This design comes from an exercise in tuning for small area, a short achievable clock period and few clock cycles per item on the open sky130 flow, not from production work.
The RTL was checked by simulation tests, not by an equivalence proof against the original design.
No activity file was given, so power comes from the tool's default toggle rates.

## hdrs_enc
module hdrs_enc (
    input  wire        clk,
    input  wire        rst,
    input  wire        cmd_valid,
    output wire        cmd_ready,
    input  wire        cmd_op,         
    input  wire        cmd_crc_init,   
    input  wire [4:0]  cmd_nsym,
    input  wire [2:0]  cmd_t4,
    input  wire [6:0]  cmd_t8,
    input  wire        sym_valid,
    output wire        sym_ready,
    input  wire [31:0] sym_data,
    output wire        out_valid,
    input  wire        out_ready,
    output wire [7:0]  out_data,
    output wire        done,
    output wire        done_err,
    output wire [4:0]  done_count,
    output wire [6:0]  done_bytes,
    output wire [31:0] done_crc
);
==> flow/config.mk <==
export PLATFORM = sky130hd
export DESIGN_NAME = hdrs_enc
export DESIGN_NICKNAME = hdrs_enc
export VERILOG_FILES = /design/flow/design.v
export SDC_FILE = /design/flow/constraint.sdc
export NUM_CORES = 4
export LEC_CHECK = 0
export ABC_CLOCK_PERIOD_IN_PS = 3000
export CAP_MARGIN = 20
export CORE_MARGIN = 2
export CORE_UTILIZATION = 65
export PLACE_DENSITY = 0.75
export SETUP_SLACK_MARGIN = 5
export SLEW_MARGIN = 20
export TNS_END_PERCENT = 20
==> flow/constraint.sdc <==
create_clock -name core_clock -period 9.0 [get_ports {clk}]
set_input_delay 1.8000 -clock core_clock [delete_from_list [all_inputs] [get_ports {clk}]]
set_output_delay 1.8000 -clock core_clock [all_outputs]
set_load 0.01 [all_outputs]
standard.sh (not shown) runs the stock make flow with config.mk's settings and CLKGATE_MAP_FILE= SYNTH_SCRIPT=/design/flow/synth_recipe.tcl, a recipe that flattens the netlist after the stock synthesis.
==> flow/flow/run.sh <==
#!/bin/bash
# The standard layout, with adders left to ABC as plain gates instead of mapped to
# the platform's full/half adder cells (ADDER_MAP_FILE empty). Synthesis is otherwise
# the standard one, so the registers are the standard synthesis's.
set -euo pipefail
bash standard.sh ADDER_MAP_FILE= finish > standard.log 2>&1
Testbench counts at the start, summed over its fixed seeds: cycles 13,589, symbols 9,235.
==> next run, changes <==
- ABC_CLOCK_PERIOD_IN_PS: 3000 -> 2500
Result: Power is unchanged; die area stays the same; routed wire length does not change; clock-buffer cell count does not change.

---

the baseline:
hdrs_enc, a different RTL version from the one above (not shown whole).
Size in the first run: about 980 flip-flops, about 110 I/O pins, ~0.048 mm2 of cells after synthesis.
// hdrs_enc
module hdrs_enc (
    input  wire        clk,
    input  wire        rst,
    input  wire        cmd_valid,
    output wire        cmd_ready,
    input  wire        cmd_op,         
    input  wire        cmd_crc_init,   
    input  wire [4:0]  cmd_nsym,
    input  wire [2:0]  cmd_t4,
    input  wire [6:0]  cmd_t8,
    input  wire        sym_valid,
    output wire        sym_ready,
    input  wire [31:0] sym_data,
    output wire        out_valid,
    input  wire        out_ready,
    output wire [7:0]  out_data,
    output wire        done,
    output wire        done_err,
    output wire [4:0]  done_count,
    output wire [6:0]  done_bytes,
    output wire [31:0] done_crc
);
==> flow/config.mk <==
export PLATFORM = sky130hd
export DESIGN_NAME = hdrs_enc
export DESIGN_NICKNAME = hdrs_enc
export VERILOG_FILES = /design/flow/design.v
export SDC_FILE = /design/flow/constraint.sdc
export NUM_CORES = 4
export LEC_CHECK = 0
export CAP_MARGIN = 20
export CORE_MARGIN = 2
export CORE_UTILIZATION = 65
export PLACE_DENSITY = 0.75
export SETUP_SLACK_MARGIN = 5
export SLEW_MARGIN = 20
export TNS_END_PERCENT = 5
==> flow/constraint.sdc <==
create_clock -name core_clock -period 9.0 [get_ports {clk}]
set_input_delay 1.8000 -clock core_clock [delete_from_list [all_inputs] [get_ports {clk}]]
set_output_delay 1.8000 -clock core_clock [all_outputs]
set_load 0.01 [all_outputs]
Scripts as last shown in full above: flow/flow/run.sh
The baseline ran to completion and came out clean on the timing, DRC and antenna checks.
Testbench counts of the baseline, summed over its fixed seeds: cycles 13,589, symbols 9,235.
Edits applied to the flow inputs when going from the baseline to the candidate:
Settings: CAP_MARGIN: 20 -> 0; SLEW_MARGIN: 20 -> 0.
Results
- Diff the baseline -> the candidate: routed wire length went down 0.47%; combinational share of power ~0 delta; maximum buffer depth of the clock tree essentially unchanged; fmax fell by 0.56%.
- Looking at count of instances resized after the clock tree is built, the candidate sits 1 below the baseline.

## re-timing with driven ports
Ports are ideal in the flow. The routed layouts listed here were re-timed in OpenROAD. Step 1, drivers: a clkbuf_16 drives clk and a buf_2 each remaining input, both assumed. Step 2, shift: input delay + t, output delay - t, t = (earliest + latest rising clock arrival at the registers) / 2. This alone moves slack from input paths to output paths. a / b / c = no drivers / after step 1 / after step 2; a / b = the first two.
run | t (ns) | setup slack, ns | hold slack, ns | worst register clock-pin slew, ns | pins driven straight from the clock port
the first run of note 1 | 0.733 | 4.912 / 4.844 / 4.336 | 0.416 / 0.416 / 0.416 | 0.07 / 0.07 | 1
the second run of note 1 | 0.733 | 4.912 / 4.844 / 4.336 | 0.416 / 0.416 / 0.416 | 0.07 / 0.07 | 1
the baseline | 0.734 | 5.040 / 5.040 / 4.457 | 0.415 / 0.415 / 0.415 | 0.07 / 0.07 | 1
the candidate | 0.724 | 5.018 / 5.018 / 4.434 | 0.418 / 0.418 / 0.418 | 0.07 / 0.07 | 1
After both steps every run listed still meets setup and hold. The setup slack of the candidate, which loses most, moves by 0.000 ns with the drivers and by -0.584 ns with both steps.
